Context: an optimization exercise on an open-source flow, tuned for small area, a short achievable clock period and few clock cycles. The choices shown serve that exercise and are no tape-out recipe. RTL that was checked went through simulation tests only; none was proved equivalent to the original. Power figures rest on the tool's default switching activity, not on a simulated workload.

==> branch zinc <==
==> flow/design.v <==
module cfs_crc_byte (
    input  wire [31:0] c,
    input  wire [7:0]  b,
    output reg  [31:0] r
);
    integer i;
    always @* begin
        r = c ^ {b, 24'h000000};
        for (i = 0; i < 8; i = i + 1)
            r = r[31] ? ({r[30:0], 1'b0} ^ 32'h04C11DB7) : {r[30:0], 1'b0};
    end
endmodule
module cfs_frame_opc (
    input  wire [1:0] op,      
    input  wire [7:0] a,
    output reg  [7:0] opc
);
    always @* begin
        case (op)
            2'd1:    opc = 8'h00;    
            2'd2:    opc = 8'h01;    
            2'd3:    opc = 8'h02;    
            default: opc = a;        
        endcase
    end
endmodule
module cfs_payload (
    input  wire         clk,
    input  wire         clr,       
    input  wire [3:0]   phase_n,   
    input  wire         we,        
    input  wire [9:0]   wcnt,      
    input  wire [5:0]   hp1,       
    input  wire [5:0]   hm1,       
    input  wire [7:0]   wdata,
    output wire [255:0] row,       
    output wire [255:0] r0         
);
    reg [4095:0] ring;
    reg [127:0]  stg;
    reg [31:0]   en_q;
    wire [3:0] ptr   = wcnt[3:0];
    wire [5:0] h     = wcnt[9:4];
    wire       wrap  = we && (ptr == 4'd15);
    wire [4:0] ph    = {1'b0, phase_n};
    wire e_a = (h[5:1] == ph);
    wire e_b = (hp1[5:1] == ph);
    wire e_m = (hm1[5:1] == ph);
    wire cur_lo = wrap ? (e_b && !hp1[0]) : (e_a && !h[0]);
    wire cur_hi = wrap ? (e_b && hp1[0])  : (e_a && h[0]);
    wire prv_hi = wrap ? (e_a && h[0])    : (e_m && hm1[0]);
    reg [15:0] thr;     
    reg [31:0] en_n;
    integer k;
    always @* begin
        for (k = 0; k < 16; k = k + 1) begin
            thr[k]       = we ? (!wrap && k <= ptr) : (k < ptr);
            en_n[k]      = thr[k] ? cur_lo : cur_hi;
            en_n[16 + k] = thr[k] ? cur_hi : prv_hi;
        end
    end
    always @(posedge clk)
        en_q <= clr ? 32'h0 : en_n;
    wire [255:0] r15 = ring[4095:3840];
    genvar j;
    generate
        for (j = 0; j < 16; j = j + 1) begin : g_lane
            always @(posedge clk)
                if (we && wcnt[3:0] == j)
                    stg[8*j +: 8] <= wdata;
            assign row[8*j +: 8]     = en_q[j]      ? stg[8*j +: 8] : r15[8*j +: 8];
            assign row[128+8*j +: 8] = en_q[16 + j] ? stg[8*j +: 8] : r15[128+8*j +: 8];
        end
    endgenerate
    always @(posedge clk)
        ring <= {ring[3839:0], row};
    assign r0 = ring[255:0];
endmodule
module osi_cfs (
    input  wire         clk,
    input  wire         rst,
    input  wire         cmd_valid,
    output wire         cmd_ready,
    input  wire [43:0]  cmd_word,
    output reg          rsp_valid,
    output reg  [2:0]   rsp_code,
    output wire [255:0] rsp_data
);
    localparam [3:0] OP_NOP = 4'h0, OP_CRC_INIT = 4'h1, OP_CRC_BYTE = 4'h2, OP_CRC_READ = 4'h3,
                     OP_FRAME_RAW = 4'h4, OP_FRAME_QUIT = 4'h5, OP_FRAME_READ = 4'h6,
                     OP_FRAME_WRITE = 4'h7, OP_RX_START = 4'h8, OP_RX_BYTE = 4'h9,
                     OP_RX_STATUS = 4'hA, OP_PAY_READ = 4'hB, OP_SMP_COUNT = 4'hC,
                     OP_SMP_GET = 4'hD, OP_CFG_SETVPS = 4'hE, OP_CFG_GETVPS = 4'hF;
    localparam [2:0] E_OK = 3'd0, E_LENGTH = 3'd1, E_CHECKSUM = 3'd2, E_CONFIG = 3'd4,
                     E_NOT_ARMED = 3'd5;
    localparam [1:0] SD_IDLE = 2'd0, SD_RECEIVING = 2'd1, SD_DONE = 2'd2;
    localparam [3:0] PHASE_START = 4'd8;
    localparam [31:0] CRC_OPC_READ  = 32'h4AC9A203;
    localparam [31:0] CRC_OPC_WRITE = 32'h478A84DA;
    localparam [31:0] QUIT_CSUM     = 32'hB8EF4463;
    reg         cmdv_q;
    reg  [15:0] opd_q;      
    reg  [43:0] cmd_q;
    reg  [7:0]  a_q;        
    reg         ready_q;
    reg  [3:0]  wait_q;
    reg  [4:0]  bsel_q;     
    assign cmd_ready = ready_q;
    wire accept = cmd_valid & ready_q & ~rst;
    wire [7:0]  a  = cmd_q[39:32];
    wire [31:0] w  = cmd_q[31:0];
    reg [31:0] crc_q;
    reg [31:0] rxcrc_q;
    reg [31:0] rxsum_q;
    reg [9:0]  rxcnt_q;
    reg [9:0]  plen_q;      
    reg [1:0]  sdst_q;
    reg        valid_q;     
    reg [15:0] vps_q;
    reg        vps16_q;     
    reg        rxpay_q;     
    reg [3:0]  phase_q;     
    reg [3:0]  phase1_q;    
    reg [5:0]  hp1_q;       
    reg [5:0]  hm1_q;       
    reg        fstep0_q;    
    wire armed    = (sdst_q == SD_RECEIVING);
    wire sd_done  = (sdst_q == SD_DONE);
    wire read_err = (opd_q[OP_PAY_READ] && !valid_q) ||
                    (opd_q[OP_SMP_GET] && !(valid_q && vps16_q));
    wire done     = cmdv_q && (wait_q == 4'd0 || read_err);
    wire [31:0] crc_step;
    cfs_crc_byte u_crc (.c(crc_q), .b(a_q), .r(crc_step));
    reg  [7:0]   fb_q;
    reg  [104:0] data_q;
    wire [7:0]   frame_opc;
    cfs_frame_opc u_fopc (.op(cmd_q[41:40]), .a(a), .opc(frame_opc));
    wire         frame_nz = opd_q[OP_FRAME_RAW] && a == 8'h00;    
    wire [31:0]  frame_n  = frame_nz ? 32'h0 : w;
    wire         fstep0   = fstep0_q;
    wire [31:0]  fr_init  = !cmd_q[41] ? 32'hFFFFFFFF :      
                            cmd_q[40]  ? CRC_OPC_WRITE : CRC_OPC_READ;
    wire [31:0]  fr_c     = fstep0 ? fr_init : ~data_q[71:40];
    wire [31:0]  fr_step;
    cfs_crc_byte u_fr (.c(fr_c), .b(fb_q), .r(fr_step));
    wire        rx_lead    = (rxcnt_q == 10'd0);
    wire        rx_last    = (rxcnt_q == 10'd516);
    wire [31:0] rxsum_new  = {rxsum_q[23:0], a_q};
    wire        verdict    = (~rxcrc_q == rxsum_new);
    wire [31:0] rx_step;
    cfs_crc_byte u_rxcrc (.c(rxcrc_q), .b(a_q), .r(rx_step));
    wire        do_rxstart = opd_q[OP_RX_START];
    wire        do_rxbyte  = opd_q[OP_RX_BYTE] && armed;
    wire        pay_we     = opd_q[OP_RX_BYTE] && rxpay_q;
    wire        clr_n   = rst || do_rxstart;
    wire [3:0]  phase_n = rst ? 4'd0 : do_rxstart ? PHASE_START : phase1_q;
    wire [255:0] row, r0;
    cfs_payload u_payload (
        .clk(clk), .clr(clr_n), .phase_n(phase1_q), .we(pay_we), .wcnt(plen_q),
        .hp1(hp1_q), .hm1(hm1_q),
        .wdata(a_q), .row(row), .r0(r0)
    );
    wire [9:0] plen_n = (rst || do_rxstart) ? 10'd0 :
                        (do_rxbyte && rxpay_q) ? plen_q + 10'd1 : plen_q;
    always @(posedge clk) begin
        phase_q  <= phase_n;
        phase1_q <= phase_n + 4'd1;
        hp1_q    <= plen_n[9:4] + 6'd1;
        hm1_q    <= plen_n[9:4] - 6'd1;
        if (rst) begin
            crc_q   <= 32'hFFFFFFFF;
            rxcrc_q <= 32'hFFFFFFFF;
            rxsum_q <= 32'h0;
            rxcnt_q <= 10'd0;
            plen_q  <= 10'd0;
            sdst_q  <= SD_IDLE;
            valid_q <= 1'b0;
            vps_q   <= 16'd16;
            vps16_q <= 1'b1;
            rxpay_q <= 1'b0;
        end else begin
            if (opd_q[OP_CRC_INIT]) crc_q <= 32'hFFFFFFFF;
            if (opd_q[OP_CRC_BYTE]) crc_q <= crc_step;
            if (do_rxstart) begin
                sdst_q  <= SD_RECEIVING;
                rxcnt_q <= 10'd0;
                plen_q  <= 10'd0;
                rxcrc_q <= 32'hFFFFFFFF;
                rxsum_q <= 32'h0;
                valid_q <= 1'b0;
                rxpay_q <= 1'b0;
            end
            if (do_rxbyte) begin
                if (rxpay_q) begin
                    rxcrc_q <= rx_step;
                    plen_q  <= plen_q + 10'd1;
                end
                rxpay_q <= rx_lead || (rxpay_q && plen_q != 10'd511);
                if (plen_q[9]) rxsum_q <= rxsum_new;
                rxcnt_q <= rxcnt_q + 10'd1;
                if (rx_last) begin
                    sdst_q  <= SD_DONE;
                    valid_q <= verdict;
                end
            end
            if (opd_q[OP_CFG_SETVPS]) begin
                vps_q   <= w[15:0];
                vps16_q <= (w[15:0] == 16'd16);
            end
        end
    end
    wire [3:0]  in_op    = cmd_word[43:40];
    wire        in_read  = (in_op == OP_PAY_READ) || (in_op == OP_SMP_GET);
    wire [3:0]  in_row   = (in_op == OP_SMP_GET) ? cmd_word[3:0] : cmd_word[8:5];
    wire [3:0]  in_dist  = in_row - phase1_q;
    wire [3:0]  in_wait  = (in_op == OP_FRAME_RAW) ? 4'd4 :
                           (in_op == OP_FRAME_READ || in_op == OP_FRAME_WRITE) ? 4'd3 :
                           in_read ? in_dist : 4'd0;
    reg [7:0] fb_next;
    always @* begin
        case (wait_q[2:0])
            3'd4:    fb_next = frame_n[7:0];
            3'd3:    fb_next = frame_n[15:8];
            3'd2:    fb_next = frame_n[23:16];
            default: fb_next = frame_n[31:24];
        endcase
    end
    always @(posedge clk) begin
        a_q <= cmd_word[39:32];
        if (accept) begin
            cmd_q  <= cmd_word;
            bsel_q <= cmd_word[4:0];
        end
        fb_q <= !accept ? fb_next : in_op[1] ? cmd_word[7:0] : cmd_word[39:32];
        if (rst) begin
            cmdv_q  <= 1'b0;
            opd_q   <= 16'h0;
            fstep0_q <= 1'b0;
            ready_q <= 1'b1;
            wait_q  <= 4'd0;
        end else if (accept) begin
            cmdv_q  <= 1'b1;
            opd_q   <= 16'h1 << in_op;
            fstep0_q <= (in_op == OP_FRAME_RAW || in_op == OP_FRAME_READ || in_op == OP_FRAME_WRITE);
            ready_q <= (in_wait == 4'd0);
            wait_q  <= in_wait;
        end else begin
            cmdv_q  <= cmdv_q && !done;
            opd_q   <= done ? 16'h0 : opd_q;
            fstep0_q <= 1'b0;
            ready_q <= !cmdv_q || done || wait_q == 4'd1;
            wait_q  <= (wait_q == 4'd0) ? 4'd0 : wait_q - 4'd1;
        end
    end
    reg [2:0]   code;
    reg [104:0] data;
    wire [7:0]  pay_byte = row[8*bsel_q +: 8];
    wire        rd_len   = (opd_q[OP_PAY_READ] || (opd_q[OP_SMP_GET] && vps16_q)) && !sd_done;
    wire        rd_cks   = (opd_q[OP_PAY_READ] || (opd_q[OP_SMP_GET] && vps16_q)) && sd_done && !valid_q;
    wire        rd_cfg   = (opd_q[OP_SMP_COUNT] || opd_q[OP_SMP_GET]) && !vps16_q;
    always @* begin
        code = E_OK;
        if (rd_cfg) code = E_CONFIG;
        if (rd_len) code = E_LENGTH;
        if (rd_cks) code = E_CHECKSUM;
        if (opd_q[OP_RX_BYTE] && !armed) code = E_NOT_ARMED;
        data = 105'b0;
        if (opd_q[OP_CRC_READ]) data[31:0] = ~crc_q;
        if (opd_q[OP_FRAME_QUIT]) data[71:40] = QUIT_CSUM;
        if (opd_q[OP_FRAME_RAW] || opd_q[OP_FRAME_READ] || opd_q[OP_FRAME_WRITE])
            data[71:0] = {~fr_step, frame_n, frame_opc};
        if (opd_q[OP_RX_BYTE]) begin
            if (!armed) data[1:0] = sdst_q;
            else if (rx_last) data[1:0] = {verdict, 1'b1};
        end
        if (opd_q[OP_RX_STATUS]) begin
            data[31:0]  = rxsum_q;
            data[63:32] = ~rxcrc_q;
            data[73:64] = rxcnt_q;
            data[89:80] = plen_q;
            data[97:96] = sdst_q;
            data[104]   = valid_q;
        end
        if (rd_len) begin
            data[31:0]  = 32'd512;
            data[41:32] = plen_q;
        end
        if (rd_cks) begin
            data[31:0]  = rxsum_q;
            data[63:32] = ~rxcrc_q;
        end
        if (opd_q[OP_PAY_READ] && valid_q) data[7:0] = pay_byte;
        if (opd_q[OP_SMP_COUNT] && vps16_q) data[31:0] = 32'd16;
        if (rd_cfg || opd_q[OP_CFG_GETVPS]) data[15:0] = vps_q;
        if (opd_q[OP_SMP_GET] && vps16_q && valid_q) data = row[104:0];
    end
    always @(posedge clk) begin
        rsp_valid <= done && !rst;
        rsp_code  <= code;
        data_q    <= data;
    end
    assign rsp_data = {r0[255:105], data_q[104], r0[103:98], data_q[97:96], r0[95:90],
                       data_q[89:80], r0[79:74], data_q[73:0]};
endmodule
==> flow/run.sh <==
#!/bin/bash
# synth_recipe.tcl (not shown) runs the flow's synth.tcl, then flattens the netlist and writes it again
# the make line also repeats each setting of config.mk as NAME=value (left out here)
make -C /OpenROAD-flow-scripts/flow DESIGN_CONFIG=/design/flow/config.mk WORK_HOME=/design/flow/orfs CLKGATE_MAP_FILE= SYNTH_SCRIPT=/design/flow/synth_recipe.tcl finish
==> flow/config.mk <==
export PLATFORM = sky130hd
export DESIGN_NAME = osi_cfs
export DESIGN_NICKNAME = osi_cfs
export VERILOG_FILES = /design/flow/design.v
export SDC_FILE = /design/flow/constraint.sdc
export NUM_CORES = 4
export LEC_CHECK = 0
export ABC_CLOCK_PERIOD_IN_PS = 2400
export CAP_MARGIN = 20
export CORE_MARGIN = 2
export CORE_UTILIZATION = 60
export CTS_CLUSTER_DIAMETER = 80
export CTS_CLUSTER_SIZE = 30
export PLACE_DENSITY = 0.75
export SETUP_SLACK_MARGIN = 2.6
export SLEW_MARGIN = 20
==> flow/constraint.sdc <==
create_clock -name core_clock -period 5.0 [get_ports {clk}]
set_input_delay 1.0000 -clock core_clock [delete_from_list [all_inputs] [get_ports {clk}]]
set_output_delay 1.0000 -clock core_clock [all_outputs]
set_load 0.01 [all_outputs]
==> branch cedar (differences from branch zinc) <==
==> flow/flow/run.sh (new file) <==
#!/bin/bash
# Layout: the standard flow (standard.sh) unchanged, except that the
# port buffers ORFS inserts at placement are buf_8 cells instead of the
# default delay-buffer cells. The full make output goes to flow_make.log.
set -euo pipefail
bash standard.sh "BUFFER_PORTS_ARGS=-buffer_cell sky130_fd_sc_hd__buf_8" finish > flow_make.log 2>&1
==> flow/standard.sh (new file) <==
#!/bin/bash
# synth_recipe.tcl (not shown) runs the flow's synth.tcl, then flattens the netlist and writes it again
# the make line also repeats each setting of config.mk as NAME=value (left out here)
make -C /OpenROAD-flow-scripts/flow DESIGN_CONFIG=/design/flow/config.mk WORK_HOME=/design/flow/orfs CLKGATE_MAP_FILE= SYNTH_SCRIPT=/design/flow/synth_recipe.tcl "${@:-finish}"
Settings changed: CORE_UTILIZATION 60 to 75, CTS_CLUSTER_SIZE 30 to 24, PLACE_DENSITY 0.75 to 0.85.
removed: flow/run.sh
==> branch onyx (differences from branch zinc) <==
--- a/flow/design.v
+++ b/flow/design.v
@@ -32,4 +32,2 @@
     input  wire [9:0]   wcnt,      
-    input  wire [5:0]   hp1,       
-    input  wire [5:0]   hm1,       
     input  wire [7:0]   wdata,
@@ -44,9 +42,14 @@
     wire       wrap  = we && (ptr == 4'd15);
-    wire [4:0] ph    = {1'b0, phase_n};
-    wire e_a = (h[5:1] == ph);
-    wire e_b = (hp1[5:1] == ph);
-    wire e_m = (hm1[5:1] == ph);
-    wire cur_lo = wrap ? (e_b && !hp1[0]) : (e_a && !h[0]);
-    wire cur_hi = wrap ? (e_b && hp1[0])  : (e_a && h[0]);
-    wire prv_hi = wrap ? (e_a && h[0])    : (e_m && hm1[0]);
+    wire [3:0] ph    = phase_n;
+    wire [4:0] ph1   = {1'b0, ph} + 5'd1;
+    wire cl_a = (h == {1'b0, ph, 1'b0});
+    wire ch_a = (h == {1'b0, ph, 1'b1});
+    wire ph_a = (h == {ph1, 1'b0});
+    wire [5:0] h1 = h + 6'd1;
+    wire cl_b = (h1 == {1'b0, ph, 1'b0});
+    wire ch_b = (h1 == {1'b0, ph, 1'b1});
+    wire ph_b = (h1 == {ph1, 1'b0});
+    wire cur_lo = wrap ? cl_b : cl_a;
+    wire cur_hi = wrap ? ch_b : ch_a;
+    wire prv_hi = wrap ? ph_b : ph_a;
     reg [15:0] thr;     
@@ -122,6 +125,2 @@
     reg [3:0]  phase_q;     
-    reg [3:0]  phase1_q;    
-    reg [5:0]  hp1_q;       
-    reg [5:0]  hm1_q;       
-    reg        fstep0_q;    
     wire armed    = (sdst_q == SD_RECEIVING);
@@ -139,3 +138,3 @@
     wire [31:0]  frame_n  = frame_nz ? 32'h0 : w;
-    wire         fstep0   = fstep0_q;
+    wire         fstep0   = (wait_q == 4'd4) || (wait_q == 4'd3 && cmd_q[41]);
     wire [31:0]  fr_init  = !cmd_q[41] ? 32'hFFFFFFFF :      
@@ -155,16 +154,10 @@
     wire        clr_n   = rst || do_rxstart;
-    wire [3:0]  phase_n = rst ? 4'd0 : do_rxstart ? PHASE_START : phase1_q;
+    wire [3:0]  phase_n = rst ? 4'd0 : do_rxstart ? PHASE_START : phase_q + 4'd1;
     wire [255:0] row, r0;
     cfs_payload u_payload (
-        .clk(clk), .clr(clr_n), .phase_n(phase1_q), .we(pay_we), .wcnt(plen_q),
-        .hp1(hp1_q), .hm1(hm1_q),
+        .clk(clk), .clr(clr_n), .phase_n(phase_q + 4'd1), .we(pay_we), .wcnt(plen_q),
         .wdata(a_q), .row(row), .r0(r0)
     );
-    wire [9:0] plen_n = (rst || do_rxstart) ? 10'd0 :
-                        (do_rxbyte && rxpay_q) ? plen_q + 10'd1 : plen_q;
     always @(posedge clk) begin
-        phase_q  <= phase_n;
-        phase1_q <= phase_n + 4'd1;
-        hp1_q    <= plen_n[9:4] + 6'd1;
-        hm1_q    <= plen_n[9:4] - 6'd1;
+        phase_q <= phase_n;
         if (rst) begin
@@ -214,3 +207,3 @@
     wire [3:0]  in_row   = (in_op == OP_SMP_GET) ? cmd_word[3:0] : cmd_word[8:5];
-    wire [3:0]  in_dist  = in_row - phase1_q;
+    wire [3:0]  in_dist  = in_row + ~phase_q;
     wire [3:0]  in_wait  = (in_op == OP_FRAME_RAW) ? 4'd4 :
@@ -237,3 +230,2 @@
             opd_q   <= 16'h0;
-            fstep0_q <= 1'b0;
             ready_q <= 1'b1;
@@ -243,3 +235,2 @@
             opd_q   <= 16'h1 << in_op;
-            fstep0_q <= (in_op == OP_FRAME_RAW || in_op == OP_FRAME_READ || in_op == OP_FRAME_WRITE);
             ready_q <= (in_wait == 4'd0);
@@ -249,3 +240,2 @@
             opd_q   <= done ? 16'h0 : opd_q;
-            fstep0_q <= 1'b0;
             ready_q <= !cmdv_q || done || wait_q == 4'd1;
==> qor summary <==
| item | branch zinc | branch onyx | branch cedar |
|---|---|---|---|
| Run status | complete, no violations | failed layout checks | did not finish |
| Last stage reached | - | - | global routing |
| Violated checks | - | antenna rules | - |
| Met1 wire length | 107 mm | 112 mm | - |
| Count of buffers not belonging to the clock network in the layout | 530 | 640 | - |
| Path length in cells of the critical path | 6 | 8 | - |
| Multiplexer share of the synthesized area | 4.62% | 4.37% | 4.62% |
| Post-route standard cell area excluding fillers | 124000 µm² | 125000 µm² | - |
| Area fraction in compound gates after synthesis | 2.89% | 3.00% | 2.89% |
| CP endpoint kind | register | register | - |
| Worst-path cell with the longest stage delay | sky130_fd_sc_hd__dfxtp_2 | sky130_fd_sc_hd__or4b_4 | - |
| Synthesized area | 110000 µm² | 110000 µm² | 110000 µm² |
| Arrival @ worst endpoint | 3.38 ns | 3.60 ns | - |
| Critical path launch point type | register | register | - |
| Worst-case setup slack after placement | 1.30 ns | 1.12 ns | 1.60 ns |
| Clock edge transition at the registers on the reported setup and hold paths | 0.11 ns | 0.11 ns | - |
| Power per unit of standard cell area | 463 nW/µm² | 492 nW/µm² | - |
| Average cell area after synthesis | 15.8 µm² | 15.8 µm² | 15.8 µm² |
| Sum Neg Setup Slack | 0 ns | 0 ns | - |
| Synth Net Count | 7048 | 6990 | 7048 |
| Antenna Diode Count | 17 | 18 | - |
Testbench counts of branch zinc, summed over its fixed seeds: cycles 35,722.
Testbench counts of branch cedar, summed over its fixed seeds: cycles 35,722.
The RTL of branch onyx was laid out without a check of its function.

==> static timing again, ports no longer ideal <==
Ports are ideal in the flow. The routed layouts listed here were re-timed in OpenROAD.
Step 1 sets driving cells, clkbuf_16 on the clock port and buf_2 on the other inputs (assumed; they add their load-dependent delay and slew).
Step 2, shift: input delay + t, output delay - t, t = (earliest + latest rising clock arrival at the registers) / 2. This alone moves slack from input paths to output paths.
Three values: ideal, step 1, step 2; two values: the first two.
run	shift t [ns]	setup WS [ns]	worst hold slack (ns)
branch zinc	0.962	2.375 / 2.375 / 1.769	0.294 / 0.294 / 0.294
branch onyx	0.953	2.181 / 2.181 / 1.649	0.300 / 0.300 / 0.300
For branch zinc, which loses most, drivers alone change the setup slack by 0.000 ns; drivers and shift together by -0.606 ns.
